Context: an optimization exercise on an open-source flow, tuned for small area, a short achievable clock period and few clock cycles per item. The choices shown serve that exercise and are no tape-out recipe.
In this exercise RTL edits were held to simulation tests only and were not proved equivalent to the original.
No activity file was given, so power comes from the tool's default toggle rates.

### flow/config.mk
export PLATFORM = sky130hd
export DESIGN_NAME = udptl_encoder
export DESIGN_NICKNAME = udptl_encoder
export VERILOG_FILES = /design/flow/design.v
export SDC_FILE = /design/flow/constraint.sdc
export NUM_CORES = 4
export LEC_CHECK = 0
export CAP_MARGIN = 20
export CORE_MARGIN = 2
export CORE_UTILIZATION = 60
export CTS_CLUSTER_DIAMETER = 60
export CTS_CLUSTER_SIZE = 28
export PLACE_DENSITY = 0.72
export SLEW_MARGIN = 20
### flow/constraint.sdc
create_clock -name core_clock -period 12.0 [get_ports {clk}]
set_input_delay 2.4000 -clock core_clock [delete_from_list [all_inputs] [get_ports {clk}]]
set_output_delay 2.4000 -clock core_clock [all_outputs]
set_load 0.01 [all_outputs]
### flow/design.v
module udptl_encoder (
    input  wire        clk,
    input  wire        rst,
    input  wire        cmd_valid,
    output wire        cmd_ready,
    input  wire [5:0]  cmd_len,
    input  wire [1:0]  cfg_mode,
    input  wire [3:0]  cfg_span,
    input  wire [3:0]  cfg_entries,
    input  wire [15:0] cfg_far_max,
    input  wire        in_valid,
    output wire        in_ready,
    input  wire [7:0]  in_data,
    output wire        out_valid,
    input  wire        out_ready,
    output wire [7:0]  out_data,
    output wire        out_last,
    output wire        resp_valid,
    output wire [7:0]  resp_status,
    output wire [15:0] resp_seq,
    output wire [3:0]  resp_kept,
    output wire [9:0]  resp_len
);
    localparam MODE_RED = 2'd1;
    localparam MODE_FEC = 2'd2;
    localparam S_IDLE  = 4'd0;
    localparam S_H0    = 4'd1;
    localparam S_H1    = 4'd2;
    localparam S_H2    = 4'd3;
    localparam S_PAY   = 4'd4;
    localparam S_R0    = 4'd5;
    localparam S_R1    = 4'd6;
    localparam S_R2    = 4'd7;
    localparam S_R3    = 4'd8;
    localparam S_EL    = 4'd9;
    localparam S_ED    = 4'd10;
    localparam S_ERESP = 4'd11;
    localparam RD_IDLE = 2'd0;
    localparam RD_PAY  = 2'd1;
    localparam RD_WAIT = 2'd2;
    localparam RD_EL   = 2'd3;
    localparam PL_IDLE  = 2'd0;
    localparam PL_INIT  = 2'd1;
    localparam PL_INIT2 = 2'd2;
    localparam PL_SCAN  = 2'd3;
    localparam FL = 3;
    localparam FD = 1 << FL;
    reg [4:0]  G;               
    reg        q_valid;
    reg        q_age;           
    reg        q_wtaken;        
    reg        q_rtaken;        
    reg        q_actd;          
    reg        q_tag;
    reg [3:0]  q_slot;          
    reg [5:0]  q_len;
    reg [1:0]  q_mode;
    reg [3:0]  q_span;
    reg [3:0]  q_ent;
    reg [15:0] q_far;
    reg [2:0]  q_st;            
    reg [7:0]  q_prod;
    reg        tag_ctr;
    reg        w_busy;
    reg        w_ok;
    reg        w_tag;
    reg [3:0]  w_slot;
    reg [5:0]  w_rem;           
    reg [5:0]  w_cnt;           
    reg        w_started;       
    reg        w_started_q;     
    reg [4:0]  w_nxt;           
    reg [3:0]  wseq;
    reg        in_rdy;
    reg        in_q_v;
    reg [7:0]  in_q;
    reg [1:0]  rd;
    reg [5:0]  r_idx;           
    reg [4:0]  r_D;             
    reg [3:0]  r_job;           
    reg [3:0]  r_nj;            
    reg [15:0] r_use;           
    reg        r_tag;           
    reg [5:0]  r_plm1;          
    reg [5:0]  r_elm1;          
    reg        r_el0;           
    reg [3:0]  r_slot;          
    reg [31:0] x1;              
    reg        x1_v;
    reg [7:0]  rf [0:FD-1];
    reg [FL-1:0] rf_wr, rf_rd;
    reg [FL:0] rf_cnt;
    reg [3:0]  state;
    reg        a_tag;
    reg [5:0]  a_len;
    reg [1:0]  a_mode;
    reg [3:0]  a_span;
    reg [3:0]  a_ent;
    reg [3:0]  a_prod;
    reg [2:0]  a_st;
    reg        a_r15;           
    reg [15:0] seq;
    reg [4:0]  sent;            
    reg [5:0]  a_rem;           
    reg [9:0]  a_far;           
    reg [3:0]  em;
    reg [3:0]  eslot;           
    reg [5:0]  cel;             
    reg        lastel;          
    reg        o_v;
    reg [7:0]  o_d;
    reg        o_l;
    reg        o_lr;            
    reg        c_rdy;           
    reg        k_v;
    reg [7:0]  k_d;
    reg        k_l;
    reg        pr_v;            
    reg        r_v;
    reg [2:0]  r_st;
    reg [15:0] r_seq;
    reg [3:0]  r_kept;
    reg [9:0]  r_len;
    reg [1:0]  pl;
    reg        pl_done;
    reg [3:0]  pc;              
    reg [3:0]  ps;              
    reg [3:0]  pm;
    reg [3:0]  pj;
    reg [3:0]  ptr;
    reg [3:0]  pbase;
    reg        pscan_end;
    reg        lv_v, lv_first, lv_last;
    reg [5:0]  lv;
    reg [5:0]  pmax;
    reg        bv_v;
    reg [5:0]  bv;
    reg        bok;
    reg [3:0]  bcnt;
    reg [3:0]  kept;
    reg [9:0]  olen;
    reg [15:0] mask0;
    reg [23:0] elen_arr;
    assign cmd_ready   = c_rdy;
    assign in_ready    = in_rdy;
    assign out_valid   = o_v;
    assign out_data    = o_d;
    assign out_last    = o_l;
    assign resp_valid  = r_v;
    assign resp_status = {5'd0, r_st};
    assign resp_seq    = r_seq;
    assign resp_kept   = r_kept;
    assign resp_len    = r_len;
    wire [3:0] cur   = seq[3:0];
    wire [9:0] olen_n = olen + {4'd0, bv} + 10'd1;    
    reg  [3:0] pc_c, ps_c;
    always @(*) begin
        pc_c = 4'd0;
        ps_c = 4'd0;
        if (a_red) begin
            pc_c = (sent < {1'b0, a_ent}) ? sent[3:0] : a_ent;
        end else if (a_fec) begin
            if (sent < {1'b0, a_prod}) begin
                pc_c = {3'd0, sent[3:0] >= {1'b0, a_span}}
                     + {3'd0, {1'b0, sent[3:0]} >= {a_span, 1'b0}}
                     + {3'd0, {2'b0, sent[3:0]} >= ({2'b0, a_span} + {1'b0, a_span, 1'b0})};
                ps_c = (sent[3:0] < a_span) ? 4'd0 : a_span;
            end else begin
                pc_c = a_ent;
                ps_c = a_span;
            end
        end
    end
    wire       a_red = (a_mode == MODE_RED);
    wire       a_fec = (a_mode == MODE_FEC);
    wire [127:0] rbytes;
    wire [95:0]  lens;
    wire         align = (r_D[1:0] == 2'b00);
    wire         wr_go = in_q_v & w_ok;
    wire         w_take;
    genvar g;
    generate
        for (g = 0; g < 16; g = g + 1) begin : SL
            reg [255:0] d;
            reg [2:0]   wb;
            reg [5:0]   ln;
            wire        wr   = wr_go & (w_slot == g);
            wire [7:0]  tail = wr ? in_q : d[7:0];
            always @(posedge clk) begin
                d <= {tail, d[255:8]};
                if (wr & ~w_started_q) wb <= G[4:2];
                if (w_take && q_st == 3'd0 && wseq == g) ln <= q_len;
            end
            wire [2:0] tap = wb + r_D[4:2];
            reg  [7:0] tapb;
            always @(*) begin
                case (tap)
                    3'd0: tapb = d[  7:  0];
                    3'd1: tapb = d[ 39: 32];
                    3'd2: tapb = d[ 71: 64];
                    3'd3: tapb = d[103: 96];
                    3'd4: tapb = d[135:128];
                    3'd5: tapb = d[167:160];
                    3'd6: tapb = d[199:192];
                    default: tapb = d[231:224];
                endcase
            end
            wire live = r_use[g] & (r_idx < ln);
            assign rbytes[g*8 +: 8] = live ? tapb : 8'h00;
            assign lens[g*6 +: 6]   = ln;
        end
    endgenerate
    wire [31:0] x1_c;
    genvar h;
    generate
        for (h = 0; h < 4; h = h + 1) begin : XG
            assign x1_c[h*8 +: 8] = rbytes[h*32 +: 8] ^ rbytes[h*32+8 +: 8] ^
                                    rbytes[h*32+16 +: 8] ^ rbytes[h*32+24 +: 8];
        end
    endgenerate
    wire [7:0] xbyte = x1[7:0] ^ x1[15:8] ^ x1[23:16] ^ x1[31:24];
    wire accept = cmd_valid & ~q_valid;
    wire [7:0] q_prod_c = q_span * q_ent;
    wire [2:0] q_st_c =
        (q_len == 6'd0)                                           ? 3'd6 :
        (q_len > 6'd32)                                           ? 3'd3 :
        (q_mode == MODE_FEC && (q_ent > 4'd4 || (q_ent == 4'd2 && q_span[3]) ||
         (q_ent == 4'd3 && q_span > 4'd5) || (q_ent == 4'd4 && q_span[3:2] != 2'b00))) ? 3'd7 :
                                                                    3'd0;
    assign w_take = q_valid & q_age & ~q_wtaken & ~w_busy & ~in_q_v &
                    ~((state != S_IDLE) & a_r15);
    wire in_fire  = in_valid & in_rdy;
    wire [4:0] G2 = G + 5'd2;
    wire [FL-1:0] rf_rd_n = rf_rd + 1'b1;
    wire [7:0] rf_head = rf[rf_rd];
    wire       rf_ne   = (rf_cnt != 0) & ~((rf_cnt == 1) & x1_v);
    wire       rf_nf   = ~rf_cnt[FL];
    wire       w_on_a  = w_busy & (w_tag == a_tag);
    wire       p_avail = ~(w_busy & (w_tag == r_tag)) | (w_cnt > r_idx);
    wire       r_fin;
    wire       r_take  = ((rd == RD_IDLE) | r_fin) & q_valid & q_age & q_wtaken & ~q_rtaken;
    wire       r_view   = (a_tag == r_tag) & (state != S_IDLE) & (pl != PL_INIT);
    wire [3:0] r_job_n  = (rd == RD_WAIT) ? r_nj : r_job + 4'd1;
    wire       r_start  = r_view & (kept > r_job_n) & ((rd == RD_WAIT) | r_jend);
    assign     r_fin    = r_view & pl_done & ~(kept > r_job_n) & ((rd == RD_WAIT) | r_jend);
    wire       r_first  = (r_job_n == 4'd0);
    wire [3:0] r_slot_n = r_first ? cur - 4'd1 : r_slot - 4'd1;
    wire [5:0] r_el_n   = a_red ? lens[r_slot_n*6 +: 6] : elen_arr[r_job_n[1:0]*6 +: 6];
    wire       r_push  = rf_nf & align & (((rd == RD_PAY) & p_avail) |
                                          ((rd == RD_EL) & ~r_el0));
    wire       r_jend  = (rd == RD_EL) & (r_el0 | (r_push & (r_idx == r_elm1)));
    wire [5:0] cur_elen = cel;
    wire       last_el  = lastel;
    wire       el_first = pfire & (((state == S_R1) & ~a_fec) | (state == S_R3));
    wire       el_next  = pfire & (((state == S_EL) & (cel == 6'd0)) |
                                   ((state == S_ED) & (a_rem == 6'd1)));
    wire [3:0] em_n     = el_first ? 4'd0 : em + 4'd1;
    wire [3:0] eslot_n  = el_first ? cur - 4'd1 : eslot - 4'd1;
    reg [7:0] pbyte;
    reg       pvalid;
    reg       plast;
    always @(*) begin
        pbyte  = rf_head;
        pvalid = 1'b0;
        plast  = 1'b0;
        case (state)
            S_H0: begin pbyte = seq[15:8]; pvalid = 1'b1; end
            S_H1: begin pbyte = seq[7:0];  pvalid = 1'b1; end
            S_H2: begin pbyte = {2'b00, a_len}; pvalid = 1'b1; end
            S_PAY: pvalid = rf_ne;
            S_R0: begin
                pbyte  = a_fec ? 8'h80 : 8'h00;
                pvalid = 1'b1;
            end
            S_R1: begin
                if (a_fec) begin
                    pbyte  = 8'h01;
                    pvalid = 1'b1;
                end else begin
                    pbyte  = {4'd0, kept};
                    pvalid = pl_done;
                    plast  = (kept == 4'd0);
                end
            end
            S_R2: begin pbyte = {4'd0, ps}; pvalid = 1'b1; end
            S_R3: begin
                pbyte  = {4'd0, kept};
                pvalid = pl_done;
                plast  = (kept == 4'd0);
            end
            S_EL: begin
                pbyte  = {2'b00, cur_elen};
                pvalid = 1'b1;
                plast  = (cur_elen == 6'd0) & last_el;
            end
            S_ED: begin
                pvalid = rf_ne;
                plast  = (a_rem == 6'd1) & last_el;
            end
            default: ;
        endcase
    end
    wire pfire   = pvalid & ~k_v;
    wire rf_pop  = pfire & ((state == S_PAY) | (state == S_ED));
    wire can_act = q_valid & q_age & q_wtaken & ~q_actd;
    wire act_err = (q_st != 3'd0);
    wire finish_ok  = pfire & plast;
    wire finish_err = (state == S_ERESP) & ~pr_v & ~w_on_a;
    wire act = can_act & ((state == S_IDLE) | finish_ok | finish_err);
    wire o_free = ~o_v | out_ready;
    wire o_fire = o_v & out_ready;
    wire pr_v_n = finish_ok | (pr_v & ~(o_fire & o_lr));
    always @(posedge clk) begin
        if (rst) begin
            G       <= 5'd0;
            q_valid <= 1'b0;
            c_rdy   <= 1'b1;
            o_lr    <= 1'b0;
            w_busy  <= 1'b0;
            w_rem   <= 6'd0;
            wseq    <= 4'd0;
            in_rdy  <= 1'b0;
            in_q_v  <= 1'b0;
            rd      <= RD_IDLE;
            rf_cnt  <= 0;
            rf_wr   <= 0;
            rf_rd   <= 0;
            x1_v    <= 1'b0;
            state   <= S_IDLE;
            seq     <= 16'd0;
            sent    <= 5'd0;
            o_v     <= 1'b0;
            k_v     <= 1'b0;
            pr_v    <= 1'b0;
            r_v     <= 1'b0;
        end else begin
            G <= G + 5'd1;
            if (accept) begin
                q_valid <= 1'b1;
                c_rdy   <= 1'b0;
            end else if (q_wtaken & q_rtaken & (q_actd | act)) begin
                q_valid <= 1'b0;
                c_rdy   <= 1'b1;
            end
            in_q_v <= in_fire;
            if (w_take) begin
                w_busy <= 1'b1;
                w_rem  <= q_len;
                if (q_st == 3'd0) wseq <= wseq + 4'd1;
                in_rdy <= (q_len != 6'd0) & ((q_st != 3'd0) | (G2[1:0] == 2'b00));
            end else begin
                if (in_fire) w_rem <= w_rem - 6'd1;
                if (w_busy && w_rem == 6'd0 && !in_q_v) w_busy <= 1'b0;
                if (in_fire)
                    in_rdy <= (w_rem != 6'd1) & (~w_ok | ~w_started | (G2 == w_nxt + 5'd1));
                else
                    in_rdy <= (w_rem != 6'd0) & (~w_ok | (w_started ? (G2 == w_nxt) : (G2[1:0] == 2'b00)));
            end
            rf_cnt <= rf_cnt + {{FL{1'b0}}, r_push} - {{FL{1'b0}}, rf_pop};
            if (x1_v) rf_wr <= rf_wr + 1'b1;
            x1_v <= r_push;
            if (rf_pop) rf_rd <= rf_rd_n;
            case (rd)
                RD_PAY:  if (r_push && r_idx == r_plm1) rd <= RD_WAIT;
                RD_WAIT: if (r_start) rd <= RD_EL;
                         else if (r_fin) rd <= RD_IDLE;
                RD_EL:   if (r_fin) rd <= RD_IDLE;
                         else if (r_jend && !r_start) rd <= RD_WAIT;
                default: ;
            endcase
            if (r_take) rd <= (q_st == 3'd0) ? RD_PAY : RD_IDLE;
            if (pfire) begin
                case (state)
                    S_H0:  state <= S_H1;
                    S_H1:  state <= S_H2;
                    S_H2:  state <= S_PAY;
                    S_PAY: if (a_rem == 6'd1) state <= S_R0;
                    S_R0:  state <= S_R1;
                    S_R1:  if (a_fec) state <= S_R2;
                           else if (kept != 4'd0) state <= S_EL;
                    S_R2:  state <= S_R3;
                    S_R3:  if (kept != 4'd0) state <= S_EL;
                    S_EL:  if (cur_elen != 6'd0) state <= S_ED;
                    S_ED:  if (a_rem == 6'd1) state <= S_EL;
                    default: ;
                endcase
            end
            if (finish_ok | finish_err) state <= S_IDLE;
            if (act) state <= act_err ? S_ERESP : S_H0;
            if (finish_ok) begin
                seq <= seq + 16'd1;
                if (!sent[4]) sent <= sent + 5'd1;
            end
            if (o_free) begin
                if (k_v) begin
                    o_v <= 1'b1;
                    k_v <= 1'b0;
                end else begin
                    o_v <= pfire;
                end
            end else if (pfire) begin
                k_v <= 1'b1;
            end
            r_v  <= (o_fire & o_lr) | finish_err;
            pr_v <= pr_v_n;
            if (o_free) o_lr <= (k_v ? k_l : plast) & pr_v_n;
        end
    end
    always @(posedge clk) begin
        if (accept) begin
            q_age    <= 1'b0;
            q_wtaken <= 1'b0;
            q_rtaken <= 1'b0;
            q_actd   <= 1'b0;
            q_tag    <= tag_ctr;
            tag_ctr  <= ~tag_ctr;
            q_len    <= cmd_len;
            q_mode   <= cfg_mode;
            q_span   <= cfg_span;
            q_ent    <= cfg_entries;
            q_far    <= cfg_far_max;
        end else begin
            q_age <= 1'b1;
            if (w_take) q_wtaken <= 1'b1;
            if (r_take) q_rtaken <= 1'b1;
            if (act) q_actd <= 1'b1;
        end
        q_st   <= q_st_c;
        q_prod <= q_prod_c;
        in_q <= in_data;
        if (in_q_v) begin
            w_cnt       <= w_cnt + 6'd1;
            w_started_q <= 1'b1;
        end
        if (w_take) begin
            w_ok        <= (q_st == 3'd0);
            w_tag       <= q_tag;
            w_slot      <= wseq;
            q_slot      <= wseq;
            w_cnt       <= 6'd0;
            w_started   <= 1'b0;
            w_started_q <= 1'b0;
        end else if (in_fire) begin
            w_started <= 1'b1;
            w_nxt     <= w_started ? w_nxt + 5'd1 : G2;
        end
        x1 <= x1_c;
        if (x1_v) rf[rf_wr] <= xbyte;
        if (r_start) begin
            r_slot <= r_slot_n;
            r_elm1 <= r_el_n - 6'd1;
            r_el0  <= (r_el_n == 6'd0);
        end
        r_D <= r_push ? r_D : r_D - 5'd1;
        if (r_push) r_idx <= r_idx + 6'd1;
        case (rd)
            RD_PAY: r_nj <= 4'd0;
            RD_EL:  r_nj <= r_job + 4'd1;
            default: ;
        endcase
        if (r_take) begin
            r_idx  <= 6'd0;
            r_D    <= ~G;
            r_use  <= 16'd1 << q_slot;
            r_tag  <= q_tag;
            r_plm1 <= q_len - 6'd1;
        end
        if (r_start) begin
            r_job <= r_job_n;
            r_idx <= 6'd0;
            r_D   <= ~G;
            r_use <= a_red ? {r_use[0], r_use[15:1]} : (r_first ? mask0 : {r_use[14:0], r_use[15]});
        end
        if (pfire) begin
            case (state)
                S_H2:  a_rem <= a_len;
                S_PAY: a_rem <= a_rem - 6'd1;
                S_EL:  begin
                    a_rem <= cur_elen;
                end
                S_ED:  begin
                    a_rem <= a_rem - 6'd1;
                end
                default: ;
            endcase
        end
        if (el_first | el_next) begin
            em     <= em_n;
            eslot  <= eslot_n;
            cel    <= a_red ? lens[eslot_n*6 +: 6] : elen_arr[em_n[1:0]*6 +: 6];
            lastel <= (em_n + 4'd1 == kept);
        end
        if (act) begin
            a_tag  <= q_tag;
            a_len  <= q_len;
            a_mode <= q_mode;
            a_span <= q_span;
            a_ent  <= q_ent;
            a_prod <= q_prod[3:0];
            a_st   <= q_st;
            a_far  <= (|q_far[15:10]) ? 10'h3FF : q_far[9:0];
            a_r15  <= (q_mode == MODE_RED && q_ent == 4'd15) ||
                      (q_mode == MODE_FEC && q_prod == 8'd15);
        end
        if (o_free) begin
            if (k_v) begin
                o_d <= k_d; o_l <= k_l;
            end else begin
                o_d <= pbyte; o_l <= plast;
            end
        end else if (pfire) begin
            k_d <= pbyte; k_l <= plast;
        end
        if (finish_ok) begin
            r_st   <= 3'd0;
            r_seq  <= seq;
            r_kept <= kept;
            r_len  <= olen;
        end
        if (finish_err) begin
            r_st   <= a_st;
            r_seq  <= 16'd0;
            r_kept <= 4'd0;
            r_len  <= 10'd0;
        end
        lv_v <= 1'b0;
        bv_v <= 1'b0;
        begin
            case (pl)
                PL_INIT: begin
                    kept  <= 4'd0;
                    bok   <= 1'b1;
                    bcnt  <= 4'd0;
                    mask0 <= 16'd0;
                    olen  <= {4'd0, a_len} + (a_fec ? 10'd7 : 10'd5);
                    pm <= 4'd0;
                    pj <= 4'd1;
                    pscan_end <= 1'b0;
                    pc <= pc_c;
                    ps <= ps_c;
                    case (pc_c)
                        4'd1:    begin ptr <= cur - 4'd1; pbase <= cur;        end
                        4'd2:    begin ptr <= cur - 4'd2; pbase <= cur - 4'd1; end
                        4'd3:    begin ptr <= cur - 4'd3; pbase <= cur - 4'd2; end
                        default: begin ptr <= cur - 4'd4; pbase <= cur - 4'd3; end
                    endcase
                    if (a_red) ptr <= cur - 4'd1;
                    if (pc_c == 4'd0) begin
                        pl <= PL_IDLE;
                        pl_done <= 1'b1;
                    end else begin
                        pl <= PL_SCAN;
                    end
                end
                PL_SCAN: begin
                    if (!pscan_end) begin
                        lv_v     <= 1'b1;
                        lv       <= (a_fec && ps == 4'd0) ? 6'd0 : lens[ptr*6 +: 6];
                        lv_first <= a_red | (ps == 4'd0) | (pj == 4'd1);
                        lv_last  <= a_red | (ps == 4'd0) | (pj == ps);
                        if (a_red) begin
                            ptr <= ptr - 4'd1;
                        end else if (ps != 4'd0) begin
                            if (pm == 4'd0) mask0 <= mask0 | (16'd1 << ptr);
                            if (pj == ps) begin
                                pj    <= 4'd1;
                                ptr   <= pbase;
                                pbase <= pbase + 4'd1;
                            end else begin
                                pj  <= pj + 4'd1;
                                ptr <= ptr - pc;
                            end
                        end
                        if (a_red || ps == 4'd0 || pj == ps) begin
                            pm <= pm + 4'd1;
                            if (pm + 4'd1 == pc) pscan_end <= 1'b1;
                        end
                    end
                    if (lv_v) begin
                        if (lv_last) begin
                            bv_v <= 1'b1;
                            bv   <= (lv_first || lv > pmax) ? lv : pmax;
                        end else begin
                            pmax <= (lv_first || lv > pmax) ? lv : pmax;
                        end
                    end
                    if (bv_v) begin
                        bcnt <= bcnt + 4'd1;
                        if (bok) begin
                            if (olen_n <= a_far) begin
                                olen <= olen_n;
                                kept <= kept + 4'd1;
                                elen_arr[kept[1:0]*6 +: 6] <= bv;
                            end else begin
                                bok <= 1'b0;
                            end
                        end
                        if (bcnt + 4'd1 == pc) begin
                            pl <= PL_IDLE;
                            pl_done <= 1'b1;
                        end
                    end
                end
                default: ;
            endcase
        end
        if (act) begin
            pl      <= act_err ? PL_IDLE : PL_INIT;
            pl_done <= 1'b0;
        end
    end
endmodule
### flow/flow/run.sh
#!/bin/bash
set -euo pipefail
bash standard.sh SETUP_SLACK_MARGIN=8.3 finish > orfs_flow.log 2>&1
### flow/standard.sh
#!/bin/bash
# synth_recipe.tcl (not shown) runs the flow's synth.tcl, then flattens the netlist and writes it again
# the make line also repeats each setting of config.mk as NAME=value (left out here)
make -C /OpenROAD-flow-scripts/flow DESIGN_CONFIG=/design/flow/config.mk WORK_HOME=/design/flow/orfs CLKGATE_MAP_FILE= SYNTH_SCRIPT=/design/flow/synth_recipe.tcl "${@:-finish}"
==> flow_summary.json, run 1 <==
{
  "status": "complete, no violations",
  "cts-buffers-inserted": 217,
  "grt-ovfl-total": 0,
  "cts_root_buf": "clkbuf_16",
  "ys_ff_latch": 4747,
  "cp.required_ns": 12.73,
  "path_clk_slew_ns": 0.10,
  "worstHoldPathType": "reg2reg",
  "fin_crit_ns": 3.88,
  "postRouteAntennaNets": 0,
  "clk_path_buf_depth": 3,
  "start_util": 0.604,
  "synthTopCellsByArea": "dfxtp_1 66%, edfxtp_1 11%, mux4_2 2.2%, ha_1 2.1%, nand2_1 1.6%",
  "clockPowerShare": 0.289,
  "fmax_mhz": 258,
  "synth_area_sq_um": 128000,
  "async_flop_share": 0,
  "drtIter0Drc": 5229,
  "grt_pass1_wl_mm": 399,
  "synth_edf_count": 483,
  "die_area_sq_um": 218000,
  "wl_per_cell_um": 22.1,
  "synth_top_area_frac": 0.665,
  "switching_share": 0.276,
  "wl_mm": 268,
  "path_delay_family": "adder cells",
  "slew_headroom": 0.239,
  "drc": 0,
  "cts_tree": "yes",
  "dp_cells": 11700,
  "syn_inst": 8920,
  "p_leak_uw": 0.0550,
  "dr.pass1.iters": 6,
  "r2r_slack_ns": 8.12,
  "h-tree-depth": 4,
  "clk_latency_ns": 0.92,
  "fillCellCount": 14900,
  "grt_setup_unrepaired": "true",
  "final_nets": 9477,
  "crit_chain": "ha_2 -> inv_2 -> fa_2 -> ha_4 -> a21o_1 -> a21oi_2 -> a2111oi_4 -> fa_1 -> mux2i_2 -> o22a_2 -> clkinvlp_4 -> buf_6 -> o211ai_1 -> o2111ai_1 -> a21oi_1",
  "ys_types": 88,
  "synth_ff_type": "dfxtp_1",
  "drive_above_1_share": 0.123,
  "grt_pass1_vias": 63600,
  "max_stage_delay_ns": 0.46,
  "grt_max_degree": 65,
  "fin_worst_skew_ns": 0.0575,
  "routed-via-count": 64900,
  "cap_violations": 0,
  "final_cells": 12100,
  "ios": 96,
  "io_buffers": 90,
  "hpwl_mm": 172,
  "start_kind": "register",
  "core_area_sq_um": 213000,
  "dieWidth_um": 467,
  "die_height_um": 467,
  "p_seq_frac": 0.560,
  "syn2layout_area_growth_pct": 10.4,
  "antenna_found_initial": 16,
  "synth_top_area_cell": "dfxtp_1",
  "ctsHoldBuffers": 0,
  "critPathBufInv": 3,
  "slew_viol_final": 0,
  "yosysSeqAreaShare": 0.778,
  "criticalPathCategory": "reg2reg",
  "comb_power_share": 0.151,
  "endpoint_kind": "register",
  "syn_avg_cell_area_sq_um": 14.4,
  "ir_worst_vdd_mv": 0.174,
  "cp_slowest_cell": "edfxtp_1",
  "powerDensity_nw_per_um2": 208,
  "tns_ns": 0,
  "synth.most_common_cell": "dfxtp_1",
  "yosysWarnings": 1,
  "finalHoldViolations": 0,
  "rows": 169,
  "power.switching_uw": 8150,
  "clock-sinks": 4747,
  "vias_per_cell": 5.35,
  "cp_max_fo": 7,
  "grt_util_all_layers": 0.243,
  "power.total_uw": 29500,
  "synth_commonest_cells": "4264 x dfxtp_1, 539 x nand2_1, 483 x edfxtp_1, 388 x nor2_1, 277 x o21ai_0",
  "setup_viol": 0,
  "worst-endpoint-arrival_ns": 4.62,
  "internal-power_uw": 21400,
  "worst_pin_slew_ns": 1.14,
  "place_congestion": 0.957,
  "period_share": 0.323
}
cell usage in the layout (no fill, tap or decap), drive strengths merged, types with 35 or more instances in the layout:
master and count:
edfxtp 483, ha 220, mux4 125, mux2i 168, a211oi 52, a21oi 260, nor3 76, buf 286
nand2 539, a21o 71, nor2 389, nand3 151, xnor2 194, nor2b 54, o21ai 280, clkdlybuf4s50 43
inv 270, a31oi 90, xor2 123, nand2b 70, o22ai 35, o211ai 103, mux2 161, clkbuf 256
dfxtp 4264
registers in the layout (all words and copies together), names as in the netlist, 10 cells and up, named ones only:
name	flops
SL.d	4096
SL.ln	96
rf	64
SL.wb	48
x1	32
elen_arr	24
mask0	16
q_far	16
r_seq	16
r_use	16
seq	16
a_far	10
olen	10
r_len	10
what timing repair did:
action	4_1_cts	5_1_grt
cloned	9	9
setup endpoints to repair	375	240
setup buffers	61	58
gates resized for setup	381	126
pin swaps	21	47
per-layer routing:
metal / up-vias / share of wire / GRT usage
met5: - / 0.000086 / 0
met4: 4 / 0.035 / 0.0872
met3: 435 / 0.057 / 0.0315
met2: 1814 / 0.44 / 0.371
met1: 31900 / 0.47 / 0.357
li1: 30700 / - / -
power groups by stage:
stage	clock (uW)	combinational [uW]	sequential (uW)
final	8520	4440	16500
after global routing	9240	4810	16600
after CTS	8680	4370	16500
after detailed placement	0	4270	16900
after global placement	0	4210	16900
after floorplan	0	2760	16800
path summary, 6_finish.rpt:
check,to,startpoint,cells after the start
min,SL[14].d[109]$_DFF_P_,SL[14].d[117]$_DFF_P_,0
min reg2reg,SL[14].d[109]$_DFF_P_,SL[14].d[117]$_DFF_P_,0
max reg2reg,ptr[1]$_DFFE_PP_,a_span[1]$_DFFE_PP_,15
max,ptr[1]$_DFFE_PP_,a_span[1]$_DFFE_PP_,15
cell type report:
class	instances	area (sq um)	area share
clock inverters	76	1070	0.00755
repair inverters	6	47.5	0.000335
inverters	240	961	0.00677
well taps	2821	3530	0.0249
multi-input cells	3642	27600	0.195
repair buffers	332	2960	0.0208
flip-flops and latches	4747	100000	0.705
diodes	4	10.0	0.0000706
clock buffers	253	5720	0.0403
metrics by stage:
stage | cell area, sq um | util | setup WS (ns) | hold WS (ns)
CTS | 141000 | 0.662 | 8.08 | 0.305
global route | 142000 | 0.667 | 7.97 | 0.316
finish | 142000 | 0.667 | 8.12 | 0.300
detailed placement | 133000 | 0.625 | 6.40 | 0.312
floorplan | 128000 | - | 8.32 | 0.310
global placement | 133000 | 0.625 | 6.34 | 0.309
cells by family after synthesis:
group	after synthesis	synth area share
xor gates and xnor gates	319	0.0220
other	1	0.0000292
DFF	4747	0.778
and+or+nand+nor	1477	0.0526
muxes	454	0.0491
AOI/OAI and AO/OA	1130	0.0567
adders and majority gates	248	0.0256
buffers and inverters	544	0.0164
Testbench counts, summed over its fixed seeds: cycles 96,739, items 1,280.
==> run 2: changes to the inputs <==
--- a/flow/design.v
+++ b/flow/design.v
@@ -57,7 +57,8 @@
     reg [1:0]  q_mode;
     reg [3:0]  q_span;
     reg [3:0]  q_ent;
-    reg [15:0] q_far;
+    reg [9:0]  q_far;           
+    reg        q_farhi;         
     reg [2:0]  q_st;            
     reg [7:0]  q_prod;
     reg        tag_ctr;
@@ -174,7 +175,7 @@
     wire       a_red = (a_mode == MODE_RED);
     wire       a_fec = (a_mode == MODE_FEC);
     wire [127:0] rbytes;
-    wire [95:0]  lens;
+    wire [79:0]  lens;          
     wire         align = (r_D[1:0] == 2'b00);
     wire         wr_go = in_q_v & w_ok;
     wire         w_take;
@@ -183,13 +184,13 @@
         for (g = 0; g < 16; g = g + 1) begin : SL
             reg [255:0] d;
             reg [2:0]   wb;
-            reg [5:0]   ln;
+            reg [4:0]   ln;         
             wire        wr   = wr_go & (w_slot == g);
             wire [7:0]  tail = wr ? in_q : d[7:0];
             always @(posedge clk) begin
                 d <= {tail, d[255:8]};
                 if (wr & ~w_started_q) wb <= G[4:2];
-                if (w_take && q_st == 3'd0 && wseq == g) ln <= q_len;
+                if (w_take && q_st == 3'd0 && wseq == g) ln <= q_len[4:0] - 5'd1;
             end
             wire [2:0] tap = wb + r_D[4:2];
             reg  [7:0] tapb;
@@ -205,9 +206,9 @@
                     default: tapb = d[231:224];
                 endcase
             end
-            wire live = r_use[g] & (r_idx < ln);
+            wire live = r_use[g] & ~r_idx[5] & (r_idx[4:0] <= ln);
             assign rbytes[g*8 +: 8] = live ? tapb : 8'h00;
-            assign lens[g*6 +: 6]   = ln;
+            assign lens[g*5 +: 5]   = ln;
         end
     endgenerate
     wire [31:0] x1_c;
@@ -245,7 +246,9 @@
     assign     r_fin    = r_view & pl_done & ~(kept > r_job_n) & ((rd == RD_WAIT) | r_jend);
     wire       r_first  = (r_job_n == 4'd0);
     wire [3:0] r_slot_n = r_first ? cur - 4'd1 : r_slot - 4'd1;
-    wire [5:0] r_el_n   = a_red ? lens[r_slot_n*6 +: 6] : elen_arr[r_job_n[1:0]*6 +: 6];
+    wire [5:0] r_fel_n  = elen_arr[r_job_n[1:0]*6 +: 6];
+    wire [5:0] r_elm1_n = a_red ? {1'b0, lens[r_slot_n*5 +: 5]} : r_fel_n - 6'd1;
+    wire       r_el0_n  = ~a_red & (r_fel_n == 6'd0);
     wire       r_push  = rf_nf & align & (((rd == RD_PAY) & p_avail) |
                                           ((rd == RD_EL) & ~r_el0));
     wire       r_jend  = (rd == RD_EL) & (r_el0 | (r_push & (r_idx == r_elm1)));
@@ -418,7 +421,8 @@
             q_mode   <= cfg_mode;
             q_span   <= cfg_span;
             q_ent    <= cfg_entries;
-            q_far    <= cfg_far_max;
+            q_far    <= cfg_far_max[9:0];
+            q_farhi  <= |cfg_far_max[15:10];
         end else begin
             q_age <= 1'b1;
             if (w_take) q_wtaken <= 1'b1;
@@ -448,8 +452,8 @@
         if (x1_v) rf[rf_wr] <= xbyte;
         if (r_start) begin
             r_slot <= r_slot_n;
-            r_elm1 <= r_el_n - 6'd1;
-            r_el0  <= (r_el_n == 6'd0);
+            r_elm1 <= r_elm1_n;
+            r_el0  <= r_el0_n;
         end
         r_D <= r_push ? r_D : r_D - 5'd1;
         if (r_push) r_idx <= r_idx + 6'd1;
@@ -487,7 +491,7 @@
         if (el_first | el_next) begin
             em     <= em_n;
             eslot  <= eslot_n;
-            cel    <= a_red ? lens[eslot_n*6 +: 6] : elen_arr[em_n[1:0]*6 +: 6];
+            cel    <= a_red ? {1'b0, lens[eslot_n*5 +: 5]} + 6'd1 : elen_arr[em_n[1:0]*6 +: 6];
             lastel <= (em_n + 4'd1 == kept);
         end
         if (act) begin
@@ -498,7 +502,7 @@
             a_ent  <= q_ent;
             a_prod <= q_prod[3:0];
             a_st   <= q_st;
-            a_far  <= (|q_far[15:10]) ? 10'h3FF : q_far[9:0];
+            a_far  <= q_farhi ? 10'h3FF : q_far;
             a_r15  <= (q_mode == MODE_RED && q_ent == 4'd15) ||
                       (q_mode == MODE_FEC && q_prod == 8'd15);
         end
@@ -555,7 +559,7 @@
                 PL_SCAN: begin
                     if (!pscan_end) begin
                         lv_v     <= 1'b1;
-                        lv       <= (a_fec && ps == 4'd0) ? 6'd0 : lens[ptr*6 +: 6];
+                        lv       <= (a_fec && ps == 4'd0) ? 6'd0 : {1'b0, lens[ptr*5 +: 5]} + 6'd1;
                         lv_first <= a_red | (ps == 4'd0) | (pj == 4'd1);
                         lv_last  <= a_red | (ps == 4'd0) | (pj == ps);
                         if (a_red) begin
==> flow_summary.json, run 2 <==
{
  "criticalPathCategory": "reg2out",
  "fmax_mhz": 254,
  "synth_top_area_frac": 0.671,
  "wl_mm": 252,
  "max_stage_delay_ns": 0.44,
  "internal-power_uw": 21600,
  "register_area_sq_um": 99300,
  "path_clk_slew_ns": 0.10,
  "cp.required_ns": 9.60,
  "die_height_um": 465,
  "synth.most_common_cell": "dfxtp_1",
  "syn2layout_area_growth_pct": 10.0,
  "postRouteAntennaNets": 0,
  "core_area_sq_um": 211000,
  "cts_root_buf": "clkbuf_16",
  "layout_common_cells": "4213 x dfxtp_1, 545 x nand2_1, 482 x nor2_1, 462 x edfxtp_1, 232 x o21ai_0",
  "fin_crit_ns": 3.93,
  "top_register": "SL.d",
  "multi_input_area_sq_um": 27000,
  "clk_path_buf_depth": 3,
  "grt_pass1_vias": 63000,
  "fin_worst_skew_ns": 0.0658,
  "ff2ff_path_depth": 15,
  "min_path_cells": 0,
  "ys_types": 97,
  "crit_chain": "buf_2",
  "worst-endpoint-arrival_ns": 1.53,
  "grt_setup_unrepaired": "true",
  "largest_reg_flops": 4096,
  "cap_violations": 0,
  "power.switching_uw": 8390,
  "async_flop_share": 0,
  "clock-sinks": 4726,
  "final_cells": 12000,
  "synth_area_sq_um": 127000,
  "endpoint_kind": "primary output",
  "setup_slack_ns": 8.07,
  "design_area_sq_um": 140000,
  "setup_viol": 0,
  "powerDensity_nw_per_um2": 214,
  "finalHoldViolations": 0,
  "timing.rr.start": "a_span[0]$_DFFE_PP_",
  "antenna_found_initial": 14,
  "layout_commonest_cell": "dfxtp_1",
  "drc": 0,
  "synth_ff_type": "dfxtp_1",
  "status": "complete, no violations",
  "period_share": 0.328,
  "reg2reg_to": "pbase[2]$_DFFE_PP_",
  "clk_latency_ns": 0.93,
  "ir_worst_vdd_mv": 0.179,
  "rows": 169,
  "drive_above_1_share": 0.114,
  "ys_ff_latch": 4726,
  "dieWidth_um": 465,
  "tns_ns": 0,
  "place_congestion": 0.955,
  "switching_share": 0.280,
  "synthTopCellsByArea": "dfxtp_1 67%, edfxtp_1 11%, ha_1 2.2%, mux4_2 1.9%, mux2i_1 1.8%",
  "cts-buffers-inserted": 209,
  "critPathBufInv": 1,
  "worstHoldPathType": "reg2reg",
  "grt_pass1_wl_mm": 383,
  "hold_end": "SL[13].d[1]$_DFF_P_",
  "cp_slowest_cell": "edfxtp_1",
  "synth_top_area_cell": "dfxtp_1",
  "grt_max_degree": 65,
  "clockPowerShare": 0.278,
  "hpwl_mm": 163,
  "synth_edf_count": 462,
  "start_util": 0.602,
  "cp_max_fo": 1,
  "yosysWarnings": 1,
  "die_area_sq_um": 216000,
  "r2r_slack_ns": 8.15,
  "grt_util_all_layers": 0.232,
  "slew_headroom": 0.245,
  "dp_slack_ns": 6.89,
  "vias_per_cell": 5.29,
  "cts_tree": "yes",
  "syn_avg_cell_area_sq_um": 14.4,
  "p_seq_frac": 0.553,
  "placed_area_sq_um": 132000,
  "drtIter0Drc": 5241,
  "wl_per_cell_um": 21.0,
  "io_buffers": 90,
  "slew_viol_final": 0,
  "start_kind": "register",
  "worst_pin_slew_ns": 1.12,
  "path_delay_family": "flip-flops",
  "fin_util": 0.662,
  "synth_commonest_cells": "4264 x dfxtp_1, 548 x nand2_1, 489 x nor2_1, 462 x edfxtp_1, 244 x o21ai_0",
  "dp_cells": 11600,
  "h-tree-depth": 4,
  "fillCellCount": 14700,
  "routed-via-count": 63500,
  "largest_registers": "SL.d: 4096 flops, SL.ln: 80 flops, rf: 64 flops",
  "final_nets": 9355,
  "comb_power_share": 0.169,
  "hold_path_startpoint": "SL[13].d[9]$_DFF_P_",
  "ios": 96,
  "syn_inst": 8827,
  "grt-ovfl-total": 0,
  "p_leak_uw": 0.0544,
  "dr.pass1.iters": 8,
  "yosysSeqAreaShare": 0.780
}
==> run 2: cell count changes after synthesis, moves of 20 or more <==
cell,delta
nor2_1,+101
mux4_2,-20
edfxtp_1,-21
o22ai_1,+49
o211ai_1,-41
o21ai_0,-33
inv_1,-28
a21o_1,-43
o21a_1,+20
nand3_1,-23
a21oi_1,-46
mux2i_1,+59
nand3b_1,-24
clkbuf_1,-34
==> run 2: what timing repair did <==
item,in CTS,in global routing
buffers inserted,46,37
resized for setup,368,99
hold endpoints to repair,0,0
hold buffers,0,0
pin swaps,26,43
endpoints found under the setup margin,339,298
gates cloned,7,3
==> run 2: how the worst max path moves through the flow <==
stage / startpoint / end / slack (ns) / depth (start not counted)
2_1_floorplan: a_span[0]$_DFFE_PP_ / pbase[2]$_DFFE_PP_ / 8.26 / 16
3_3_place_gp: rd[0]$_SDFFE_PP0P_ / r_elm1[0]$_DFFE_PN_ / 6.96 / 11
3_5_place_dp: rd[0]$_SDFFE_PP0P_ / r_elm1[0]$_DFFE_PN_ / 6.89 / 11
4_1_cts: o_d[6]$_DFFE_PP_ / out_data[6] / 7.99 / 1
5_1_grt: a_span[1]$_DFFE_PP_ / pbase[2]$_DFFE_PP_ / 7.97 / 15
6_report: o_d[3]$_DFFE_PP_ / out_data[3] / 8.07 / 1
==> run 2: logic make-up after synthesis <==
family	synth area share
adders and majority gates	0.0262
buffers and inverters	0.0153
AOI/OAI and AO/OA	0.0513
xor gates and xnor gates	0.0221
and+or+nand+nor	0.0529
muxes	0.0523
DFF	0.780
other	0.0000295
==> run 2: final cells by class <==
cell class | count | area share
Tap cell | 2821 | 0.0252
Clock inverter | 64 | 0.00798
Sequential cell | 4726 | 0.709
Timing Repair Buffer | 293 | 0.0190
Multi-Input combinational cell | 3610 | 0.193
Clock buffer | 249 | 0.0392
Inverter | 218 | 0.00605
Antenna cell | 4 | 0.0000715
Timing Repair inverter | 3 | 0.000277
==> run 2: per-layer routing <==
metal | part of all wire | global-route usage | vias to the layer above
met5 | 0 | 0 | -
met4 | 0.032 | 0.0750 | 0
met3 | 0.053 | 0.0298 | 398
met2 | 0.44 | 0.353 | 1639
met1 | 0.48 | 0.346 | 31200
li1 | - | - | 30200
==> run 2: metrics by stage <==
step / power [uW] / hold WS, ns
finish: 30000 / 0.303
global route: 31200 / 0.306
CTS: 30100 / 0.296
detailed placement: 21800 / 0.312
global placement: 21700 / 0.310
floorplan: 20000 / 0.310
==> run 2: worst register-to-register path: stages (launching register included) <==
cell and delay [ns]:
edfxtp_1 0.43, ha_2 0.21, inv_2 0.05, fa_1 0.41, ha_1 0.29, a21o_1 0.17
a21oi_2 0.18, a2111oi_4 0.06, fa_1 0.48, mux2i_1 0.19, o22a_2 0.24, inv_4 0.07
or3_4 0.38, a21oi_2 0.13, o21ai_1 0.08, a31o_2 0.25
==> run 2: power by group through the flow <==
stage	Combinational (uW)	Sequential (uW)	Clock, uW
global placement	4710	16900	0
detailed placement	4810	17000	0
CTS	4970	16600	8510
floorplan	3200	16800	0
global route	5500	16600	9070
finish	5080	16600	8340
Testbench counts of run 2, summed over its fixed seeds: cycles 96,739, items 1,280.
==> run 3: changes to the inputs <==
--- a/flow/design.v
+++ b/flow/design.v
@@ -98,6 +98,7 @@
     reg [3:0]  a_span;
     reg [3:0]  a_ent;
     reg [3:0]  a_prod;
+    reg [4:0]  a_s3;            
     reg [2:0]  a_st;
     reg        a_r15;           
     reg [15:0] seq;
@@ -108,14 +109,20 @@
     reg [3:0]  eslot;           
     reg [5:0]  cel;             
     reg        lastel;          
-    reg        o_v;
-    reg [7:0]  o_d;
-    reg        o_l;
-    reg        o_lr;            
+    reg [7:0]  oe_d [0:1];
+    reg        oe_l [0:1];
+    reg        o_wp, o_rp;
+    reg [1:0]  o_cnt;
+    reg        p_v;             
+    reg [7:0]  p_d;             
+    reg        p_l;             
+    reg        p_lr;            
+    reg        e_v;             
+    reg [2:0]  ro_st;           
+    reg [15:0] ro_seq;
+    reg [3:0]  ro_kept;
+    reg [9:0]  ro_len;
     reg        c_rdy;           
-    reg        k_v;
-    reg [7:0]  k_d;
-    reg        k_l;
     reg        pr_v;            
     reg        r_v;
     reg [2:0]  r_st;
@@ -144,31 +151,40 @@
     reg [23:0] elen_arr;
     assign cmd_ready   = c_rdy;
     assign in_ready    = in_rdy;
-    assign out_valid   = o_v;
-    assign out_data    = o_d;
-    assign out_last    = o_l;
+    assign out_valid   = p_v;
+    assign out_data    = p_d;
+    assign out_last    = p_l;
     assign resp_valid  = r_v;
-    assign resp_status = {5'd0, r_st};
-    assign resp_seq    = r_seq;
-    assign resp_kept   = r_kept;
-    assign resp_len    = r_len;
+    assign resp_status = {5'd0, ro_st};
+    assign resp_seq    = ro_seq;
+    assign resp_kept   = ro_kept;
+    assign resp_len    = ro_len;
     wire [3:0] cur   = seq[3:0];
     wire [9:0] olen_n = olen + {4'd0, bv} + 10'd1;    
-    reg  [3:0] pc_c, ps_c;
+    wire       f_ramp = (sent < {1'b0, a_prod});
+    wire       f_c1   = (sent >= {1'b0, a_span});
+    wire       f_c2   = (sent >= {a_span, 1'b0});
+    wire       f_c3   = (sent >= a_s3);
+    wire [3:0] cur_me = cur - a_ent;
+    reg  [3:0] pc_c, ps_c, ptr_c, pbase_c;
     always @(*) begin
-        pc_c = 4'd0;
-        ps_c = 4'd0;
+        pc_c    = 4'd0;
+        ps_c    = 4'd0;
+        ptr_c   = cur - 4'd1;
+        pbase_c = cur;
         if (a_red) begin
             pc_c = (sent < {1'b0, a_ent}) ? sent[3:0] : a_ent;
         end else if (a_fec) begin
-            if (sent < {1'b0, a_prod}) begin
-                pc_c = {3'd0, sent[3:0] >= {1'b0, a_span}}
-                     + {3'd0, {1'b0, sent[3:0]} >= {a_span, 1'b0}}
-                     + {3'd0, {2'b0, sent[3:0]} >= ({2'b0, a_span} + {1'b0, a_span, 1'b0})};
-                ps_c = (sent[3:0] < a_span) ? 4'd0 : a_span;
+            if (f_ramp) begin
+                pc_c    = {2'b00, f_c2, (f_c1 & ~f_c2) | f_c3};
+                ps_c    = f_c1 ? a_span : 4'd0;
+                ptr_c   = f_c3 ? cur - 4'd3 : (f_c2 ? cur - 4'd2 : cur - 4'd1);
+                pbase_c = f_c3 ? cur - 4'd2 : (f_c2 ? cur - 4'd1 : cur);
             end else begin
-                pc_c = a_ent;
-                ps_c = a_span;
+                pc_c    = a_ent;
+                ps_c    = a_span;
+                ptr_c   = cur_me;
+                pbase_c = cur_me + 4'd1;
             end
         end
     end
@@ -303,22 +319,26 @@
             default: ;
         endcase
     end
-    wire pfire   = pvalid & ~k_v;
+    wire pfire   = pvalid & (o_cnt != 2'd2);
     wire rf_pop  = pfire & ((state == S_PAY) | (state == S_ED));
     wire can_act = q_valid & q_age & q_wtaken & ~q_actd;
     wire act_err = (q_st != 3'd0);
     wire finish_ok  = pfire & plast;
     wire finish_err = (state == S_ERESP) & ~pr_v & ~w_on_a;
     wire act = can_act & ((state == S_IDLE) | finish_ok | finish_err);
-    wire o_free = ~o_v | out_ready;
-    wire o_fire = o_v & out_ready;
-    wire pr_v_n = finish_ok | (pr_v & ~(o_fire & o_lr));
+    wire o_fire = p_v & out_ready;
+    wire pr_v_n = finish_ok | (pr_v & ~(o_fire & p_lr));
+    wire [1:0] o_cnt_ap = o_cnt - {1'b0, o_fire};       
+    wire       o_rp_n   = o_rp ^ o_fire;
+    wire       o_hd_new = (o_cnt_ap == 2'd0);            
+    wire [7:0] o_hd_d   = o_hd_new ? pbyte : oe_d[o_rp_n];
+    wire       o_hd_l   = o_hd_new ? plast : oe_l[o_rp_n];
     always @(posedge clk) begin
         if (rst) begin
             G       <= 5'd0;
             q_valid <= 1'b0;
             c_rdy   <= 1'b1;
-            o_lr    <= 1'b0;
+            p_lr    <= 1'b0;
             w_busy  <= 1'b0;
             w_rem   <= 6'd0;
             wseq    <= 4'd0;
@@ -332,8 +352,11 @@
             state   <= S_IDLE;
             seq     <= 16'd0;
             sent    <= 5'd0;
-            o_v     <= 1'b0;
-            k_v     <= 1'b0;
+            p_v     <= 1'b0;
+            o_cnt   <= 2'd0;
+            o_wp    <= 1'b0;
+            o_rp    <= 1'b0;
+            e_v     <= 1'b0;
             pr_v    <= 1'b0;
             r_v     <= 1'b0;
         end else begin
@@ -394,19 +417,14 @@
                 seq <= seq + 16'd1;
                 if (!sent[4]) sent <= sent + 5'd1;
             end
-            if (o_free) begin
-                if (k_v) begin
-                    o_v <= 1'b1;
-                    k_v <= 1'b0;
-                end else begin
-                    o_v <= pfire;
-                end
-            end else if (pfire) begin
-                k_v <= 1'b1;
-            end
-            r_v  <= (o_fire & o_lr) | finish_err;
+            o_cnt <= o_cnt_ap + {1'b0, pfire};
+            p_v   <= (o_cnt_ap != 2'd0) | pfire;
+            if (pfire)  o_wp <= ~o_wp;
+            if (o_fire) o_rp <= o_rp_n;
+            p_lr  <= o_hd_l & pr_v_n;
+            e_v  <= finish_err;
+            r_v  <= (o_fire & p_lr) | e_v;
             pr_v <= pr_v_n;
-            if (o_free) o_lr <= (k_v ? k_l : plast) & pr_v_n;
         end
     end
     always @(posedge clk) begin
@@ -501,20 +519,22 @@
             a_span <= q_span;
             a_ent  <= q_ent;
             a_prod <= q_prod[3:0];
+            a_s3   <= (q_span > 4'd5) ? 5'd16 : {1'b0, q_span} + {q_span, 1'b0};
             a_st   <= q_st;
             a_far  <= q_farhi ? 10'h3FF : q_far;
             a_r15  <= (q_mode == MODE_RED && q_ent == 4'd15) ||
                       (q_mode == MODE_FEC && q_prod == 8'd15);
         end
-        if (o_free) begin
-            if (k_v) begin
-                o_d <= k_d; o_l <= k_l;
-            end else begin
-                o_d <= pbyte; o_l <= plast;
-            end
-        end else if (pfire) begin
-            k_d <= pbyte; k_l <= plast;
+        if (pfire) begin
+            oe_d[o_wp] <= pbyte;
+            oe_l[o_wp] <= plast;
         end
+        p_d <= o_hd_d;
+        p_l <= o_hd_l;
+        ro_st   <= r_st;
+        ro_seq  <= r_seq;
+        ro_kept <= r_kept;
+        ro_len  <= r_len;
         if (finish_ok) begin
             r_st   <= 3'd0;
             r_seq  <= seq;
@@ -542,13 +562,8 @@
                     pscan_end <= 1'b0;
                     pc <= pc_c;
                     ps <= ps_c;
-                    case (pc_c)
-                        4'd1:    begin ptr <= cur - 4'd1; pbase <= cur;        end
-                        4'd2:    begin ptr <= cur - 4'd2; pbase <= cur - 4'd1; end
-                        4'd3:    begin ptr <= cur - 4'd3; pbase <= cur - 4'd2; end
-                        default: begin ptr <= cur - 4'd4; pbase <= cur - 4'd3; end
-                    endcase
-                    if (a_red) ptr <= cur - 4'd1;
+                    ptr   <= ptr_c;
+                    pbase <= pbase_c;
                     if (pc_c == 4'd0) begin
                         pl <= PL_IDLE;
                         pl_done <= 1'b1;
==> flow/flow/run.sh (replaced) <==
#!/bin/bash
set -euo pipefail
bash standard.sh SETUP_SLACK_MARGIN=8.4 finish > orfs_flow.log 2>&1
==> flow_summary.json, run 3 <==
{
  "async_flop_share": 0,
  "worstHoldPathType": "reg2reg",
  "top_register": "SL.d",
  "syn_inst": 8831,
  "cts_tree": "yes",
  "r2r_slack_ns": 8.30,
  "rows": 169,
  "synth_commonest_cells": "4310 x dfxtp_1, 505 x nor2_1, 473 x nand2_1, 467 x edfxtp_1, 254 x o21ai_0",
  "cap_violations": 0,
  "hold_path_startpoint": "SL[5].d[50]$_DFF_P_",
  "routed-via-count": 63600,
  "fin_worst_skew_ns": 0.0435,
  "grt_setup_unrepaired": "true",
  "cp.required_ns": 9.60,
  "synth_ff_type": "dfxtp_1",
  "largest_registers": "SL.d: 4096 flops, SL.ln: 80 flops, rf: 64 flops",
  "clk_latency_ns": 0.89,
  "grt-ovfl-total": 0,
  "crit_chain": "buf_6",
  "syn_avg_cell_area_sq_um": 14.5,
  "layout_commonest_cell": "dfxtp_1",
  "cts_root_buf": "clkbuf_16",
  "ys_types": 88,
  "clk_path_buf_depth": 3,
  "cp_slowest_cell": "dfxtp_4",
  "die_area_sq_um": 218000,
  "postRouteAntennaNets": 0,
  "largest_reg_flops": 4096,
  "yosysSeqAreaShare": 0.781,
  "cts-buffers-inserted": 210,
  "synth_top_area_cell": "dfxtp_1",
  "setup_viol": 0,
  "fin_util": 0.665,
  "dieWidth_um": 467,
  "core_area_sq_um": 212000,
  "path_delay_family": "flip-flops",
  "timing.rr.start": "bv[1]$_DFFE_PP_",
  "drc": 0,
  "hold_end": "SL[5].d[42]$_DFF_P_",
  "hpwl_mm": 166,
  "finalHoldViolations": 0,
  "grt_max_degree": 70,
  "synth_top_area_frac": 0.672,
  "grt_util_all_layers": 0.235,
  "io_buffers": 90,
  "start_util": 0.605,
  "drtIter0Drc": 5501,
  "slew_headroom": 0.268,
  "synth.most_common_cell": "dfxtp_1",
  "yosysWarnings": 1,
  "met1_usage": 0.346,
  "drive_above_1_share": 0.117,
  "fin_crit_ns": 3.77,
  "tns_ns": 0,
  "period_share": 0.314,
  "synthTopCellsByArea": "dfxtp_1 67%, edfxtp_1 11%, ha_1 2.3%, mux4_2 2.2%, mux2_2 1.6%",
  "p_leak_uw": 0.0553,
  "synth_area_sq_um": 128000,
  "wl_mm": 257,
  "busiest_layer": "met2",
  "syn2layout_area_growth_pct": 9.98,
  "reg2reg_to": "elen_arr[15]$_DFFE_PP_",
  "crit_start": "c_rdy$_SDFFE_PP1P_",
  "dr.pass1.iters": 8,
  "ios": 96,
  "ir_worst_vdd_mv": 0.180,
  "grt_pass1_wl_mm": 389,
  "grt.met3_usage": 0.0318,
  "critPathBufInv": 1,
  "synth_edf_count": 467,
  "clock-sinks": 4777,
  "slew_viol_final": 0,
  "endpoint_kind": "primary output",
  "path_clk_slew_ns": 0.10,
  "worst_pin_slew_ns": 1.10,
  "min_path_cells": 0,
  "powerDensity_nw_per_um2": 216,
  "criticalPathCategory": "reg2out",
  "ys_ff_latch": 4777,
  "grt_pass1_vias": 63200,
  "place_congestion": 0.911,
  "vias_per_cell": 5.29,
  "fmax_mhz": 265,
  "status": "complete, no violations",
  "grtUsageMet2": 0.367,
  "max_stage_delay_ns": 0.38,
  "worst-endpoint-arrival_ns": 1.37,
  "layout_common_cells": "4259 x dfxtp_1, 497 x nor2_1, 467 x edfxtp_1, 466 x nand2_1, 248 x o21ai_0",
  "die_height_um": 467,
  "final_nets": 9392,
  "h-tree-depth": 4,
  "cp_max_fo": 2,
  "ff2ff_path_depth": 18,
  "antenna_found_initial": 17,
  "start_kind": "register",
  "wl_per_cell_um": 21.4
}
==> run 3: cell count changes in the layout (fill, tap and decap cells not counted), sizes merged, moves of 17 or more <==
cell	change
mux2i	-73
nand3	-28
nand2	-72
dfxtp	+46
mux4	+21
a211oi	+19
o22ai	-25
o211ai	+27
a31oi	-28
nor2	+17
xor2	+22
o221ai	+30
nand3b	+27
==> run 3: area by class of cell <==
type                            instances  area (sq um)
Multi-Input combinational cell       3563         27200
Fill cell                           14800         71100
Timing Repair inverter                  2          20.0
Clock buffer                          246          5480
Antenna cell                            6          15.0
Timing Repair Buffer                  307          2820
Tap cell                             2821          3530
Sequential cell                      4777        100000
Clock inverter                         60           856
Inverter                              227           893
==> run 3: per-layer routing <==
layer,up-vias,share of wire
met2,1578,0.45
met5,-,0.000027
li1,30300,-
met3,398,0.054
met1,31300,0.47
met4,2,0.026
==> run 3: cells by family after synthesis <==
| kind of cell | Yosys count | synth area share |
|---|---|---|
| flip-flops | 4777 | 0.781 |
| AND/OR/NAND/NOR | 1477 | 0.0524 |
| AO/OA/AOI/OAI | 1028 | 0.0520 |
| buffers and inverters | 503 | 0.0151 |
| multiplexers | 459 | 0.0498 |
| XOR/XNOR | 325 | 0.0222 |
| adder cells (fa/ha/maj) | 261 | 0.0269 |
| other | 1 | 0.0000292 |
==> run 3: repair_timing <==
action | CTS | global route
pin swaps | 29 | 38
cloned | 8 | 7
endpoints found under the setup margin | 357 | 201
resized for setup | 369 | 97
setup buffers | 37 | 58
hold buffers | 0 | 0
==> run 3: worst max-delay path by stage <==
| stage | endpoint | slack (ns) | depth (start not counted) |
|---|---|---|---|
| floorplan | x1[24]$_DFF_P_ | 8.41 | 10 |
| finish | cmd_ready | 8.23 | 1 |
| global placement | cel[2]$_DFFE_PP_ | 6.79 | 12 |
| global route | elen_arr[15]$_DFFE_PP_ | 8.15 | 18 |
| CTS | cmd_ready | 8.15 | 1 |
| detailed placement | cel[4]$_DFFE_PP_ | 6.65 | 12 |
==> run 3: per-stage QoR <==
step                      hold slack [ns]  instances  setup WS, ns  cell area (sq um)  power [uW]
final                               0.302      12000          8.23             141000       30500
after global placement              0.310      11600          6.79             133000       22100
after CTS                           0.293      11900          8.15             140000       30400
after floorplan                     0.310       8835          8.41             128000       20300
after detailed placement            0.312      11600          6.65             133000       22200
after global routing                0.293      12000          8.15             141000       31700
==> run 3: power by group <==
group | switching (uW) | leakage (uW) | total (uW) | internal, uW
Clock | 4790 | 0.00308 | 8220 | 3430
Sequential | 228 | 0.0390 | 16700 | 16500
Combinational | 3560 | 0.0132 | 5500 | 1940
Testbench counts of run 3, summed over its fixed seeds: cycles 96,739, items 1,280.
==> run 4: changes to the inputs <==
--- a/flow/design.v
+++ b/flow/design.v
@@ -147,6 +147,7 @@
     reg [3:0]  bcnt;
     reg [3:0]  kept;
     reg [9:0]  olen;
+    reg [10:0] room;            
     reg [15:0] mask0;
     reg [23:0] elen_arr;
     assign cmd_ready   = c_rdy;
@@ -557,6 +558,7 @@
                     bcnt  <= 4'd0;
                     mask0 <= 16'd0;
                     olen  <= {4'd0, a_len} + (a_fec ? 10'd7 : 10'd5);
+                    room  <= {1'b0, a_far} - {5'd0, a_len} - (a_fec ? 11'd7 : 11'd5);
                     pm <= 4'd0;
                     pj <= 4'd1;
                     pscan_end <= 1'b0;
@@ -606,8 +608,9 @@
                     if (bv_v) begin
                         bcnt <= bcnt + 4'd1;
                         if (bok) begin
-                            if (olen_n <= a_far) begin
+                            if (!room[10] && room[9:0] > {4'd0, bv}) begin
                                 olen <= olen_n;
+                                room <= room + {5'h1F, ~bv};
                                 kept <= kept + 4'd1;
                                 elen_arr[kept[1:0]*6 +: 6] <= bv;
                             end else begin
==> flow_summary.json, run 4 <==
{
  "dr.pass1.iters": 6,
  "h-tree-depth": 4,
  "die_area_sq_um": 220000,
  "dp_slack_ns": 6.59,
  "wl_per_cell_um": 21.4,
  "yosys.area_share.simple": 0.0535,
  "largest_registers": "SL.d: 4096 flops, SL.ln: 80 flops, rf: 64 flops",
  "cts-buffers-inserted": 216,
  "ff2ff_path_depth": 14,
  "crit_chain": "buf_6",
  "vias_per_cell": 5.35,
  "clk_path_buf_depth": 3,
  "finalHoldViolations": 0,
  "synth_commonest_cells": "4310 x dfxtp_1, 548 x nand2_1, 478 x edfxtp_1, 466 x nor2_1, 268 x o21ai_0",
  "multi_input_area_sq_um": 27700,
  "slew_viol_final": 0,
  "syn2layout_area_growth_pct": 9.82,
  "synth_edf_count": 478,
  "start_kind": "register",
  "ys_ff_latch": 4788,
  "synth_top_family_by_area": "compound AO/OA/AOI/OAI gates",
  "p_leak_uw": 0.0553,
  "grt_setup_unrepaired": "true",
  "layout_commonest_cell": "dfxtp_1",
  "cts_tree": "yes",
  "synthAdderAreaFrac": 0.0278,
  "clk_latency_ns": 0.91,
  "synth.most_common_cell": "dfxtp_1",
  "synth_top_area_cell": "dfxtp_1",
  "critPathBufInv": 1,
  "syn_avg_cell_area_sq_um": 14.4,
  "syn_inst": 9021,
  "place_congestion": 0.934,
  "ys_types": 92,
  "reg2reg_to": "cel[4]$_DFFE_PP_",
  "largest_reg_flops": 4096,
  "hold_end": "SL[5].d[39]$_DFF_P_",
  "grt_max_degree": 68,
  "status": "complete, no violations",
  "ir_worst_vdd_mv": 0.153,
  "synth_xor_area_frac": 0.0232,
  "die_height_um": 469,
  "dieWidth_um": 469,
  "drc": 0,
  "cp.required_ns": 9.60,
  "worst-endpoint-arrival_ns": 1.38,
  "register_area_sq_um": 101000,
  "antenna_found_initial": 12,
  "grt_util_all_layers": 0.235,
  "top_register": "SL.d",
  "drtIter0Drc": 5439,
  "worst_pin_slew_ns": 1.13,
  "final_nets": 9556,
  "synth-compound-area-share": 0.0563,
  "start_util": 0.604,
  "ctsHoldBuffers": 0,
  "max_stage_delay_ns": 0.37,
  "cap_violations": 0,
  "criticalPathCategory": "reg2out",
  "fillCellCount": 15100,
  "grt_pass1_vias": 64300,
  "rows": 170,
  "clock-sinks": 4788,
  "fin_crit_ns": 3.78,
  "cp_slowest_cell": "dfxtp_2",
  "muxShareOfSynthArea": 0.0468,
  "period_share": 0.315,
  "yosysWarnings": 1,
  "timing.rr.start": "state[1]$_SDFFE_PP0P_",
  "powerDensity_nw_per_um2": 216,
  "drive_above_1_share": 0.112,
  "slew_headroom": 0.242,
  "design_area_sq_um": 142000,
  "wl_mm": 260,
  "min_path_cells": 0,
  "grt_pass1_wl_mm": 393,
  "postRouteAntennaNets": 0,
  "synthTopCellsByArea": "dfxtp_1 67%, edfxtp_1 11%, ha_1 2.3%, mux4_2 2.1%, nand2_1 1.6%",
  "core_area_sq_um": 215000,
  "fmax_mhz": 265,
  "synth_ff_type": "dfxtp_1",
  "hpwl_mm": 169,
  "async_flop_share": 0,
  "worstHoldPathType": "reg2reg",
  "endpoint_kind": "primary output",
  "setup_viol": 0,
  "synth_top_area_frac": 0.666,
  "io_buffers": 90,
  "setup_slack_ns": 8.22,
  "routed-via-count": 65200,
  "yosysSeqAreaShare": 0.777,
  "tns_ns": 0,
  "ios": 96,
  "path_clk_slew_ns": 0.10,
  "synth_area_sq_um": 130000,
  "cp_max_fo": 1,
  "path_delay_family": "flip-flops",
  "layout_common_cells": "4259 x dfxtp_1, 541 x nand2_1, 478 x edfxtp_1, 453 x nor2_1, 266 x o21ai_0",
  "placed_area_sq_um": 134000,
  "hold_path_startpoint": "SL[5].d[47]$_DFF_P_",
  "grt-ovfl-total": 0,
  "r2r_slack_ns": 8.30,
  "fin_worst_skew_ns": 0.0909,
  "cts_root_buf": "clkbuf_16",
  "fin_util": 0.663
}
run 4: per-layer routing:
metal  vias to the layer above  global-route usage  share of wire
li1                      31000                   -              -
met5                         -                   0              0
met3                       408              0.0322          0.052
met1                     32100               0.343           0.47
met2                      1703               0.368           0.45
met4                         0              0.0704          0.029
run 4: cell type report:
class,instances,share of cell area
sequential,4788,0.708
multi-input combinational,3714,0.195
clock buffer,251,0.0398
tap,2838,0.0250
timing repair buffer,284,0.0181
clock inverter,71,0.00783
inverter,237,0.00663
antenna,5,0.0000879
run 4: worst max path at each step:
stage	from	to	slack [ns]	depth (start not counted)
floorplan	out_ready	p_d[4]$_DFF_P_	8.40	8
global placement	state[2]$_SDFFE_PP0P_	cel[4]$_DFFE_PP_	6.64	13
detailed placement	state[2]$_SDFFE_PP0P_	cel[4]$_DFFE_PP_	6.59	13
CTS	in_rdy$_SDFF_PP0_	in_ready	8.15	1
global route	in_rdy$_SDFF_PP0_	in_ready	8.15	1
finish	ro_seq[5]$_DFF_P_	resp_seq[5]	8.22	1
run 4: per-stage QoR:
step / cells / power, uW / hold slack [ns]
finish: 12200 / 30700 / 0.292
global route: 12200 / 31900 / 0.304
CTS: 12100 / 30700 / 0.295
detailed placement: 11800 / 22200 / 0.312
global placement: 11800 / 22100 / 0.310
floorplan: 9025 / 20300 / 0.310
run 4: timing repair:
item	in CTS	in global routing
pin swaps	9	18
setup buffers	31	46
gates cloned	5	2
endpoints found under the setup margin	247	195
resized for setup	322	93
endpoints found under the hold margin	0	0
run 4: logic make-up (layout without fill, tap and decap cells):
kind of cell	after synthesis	in the layout
buffers and inverters	526	843
AOI/OAI and AO/OA	1133	1134
and+or+nand+nor	1527	1528
DFF	4788	4788
muxes	433	434
other	1	10
adders and majority gates	271	271
xor gates and xnor gates	342	342
run 4: power by group:
group / internal (uW) / switching (uW) / total (uW)
Clock: 3580 / 4940 / 8520
Combinational: 1880 / 3490 / 5370
Sequential: 16500 / 258 / 16800
Testbench counts of run 4, summed over its fixed seeds: cycles 96,739, items 1,280.

==> re-timing with driven ports <==
In the flow no input, the clock included, has a driving cell. The finished layouts below were timed again as built, in two steps. Step 1 sets driving cells, clkbuf_16 on the clock port and buf_2 on the other inputs (assumed; they add their load-dependent delay and slew). Step 2, shift: input delay + t, output delay - t, t = (earliest + latest rising clock arrival at the registers) / 2. This alone moves slack from input paths to output paths. Slacks: no drivers / after step 1 / after step 2; pairs: no drivers / after step 1.
run	shift t [ns]	setup slack, ns	worst setup path after step 2	pins driven straight from the clock port
run 1	0.975	8.118 / 8.080 / 7.555	input to register	1
run 2	0.979	8.066 / 7.980 / 7.612	input to register	1
run 3	0.957	8.230 / 8.143 / 7.751	input to register	1
run 4	0.952	8.223 / 8.134 / 7.650	input to register	1
After both steps every run listed still meets setup and hold. For run 4, which loses most, drivers alone change the setup slack by -0.089 ns; drivers and shift together by -0.573 ns.
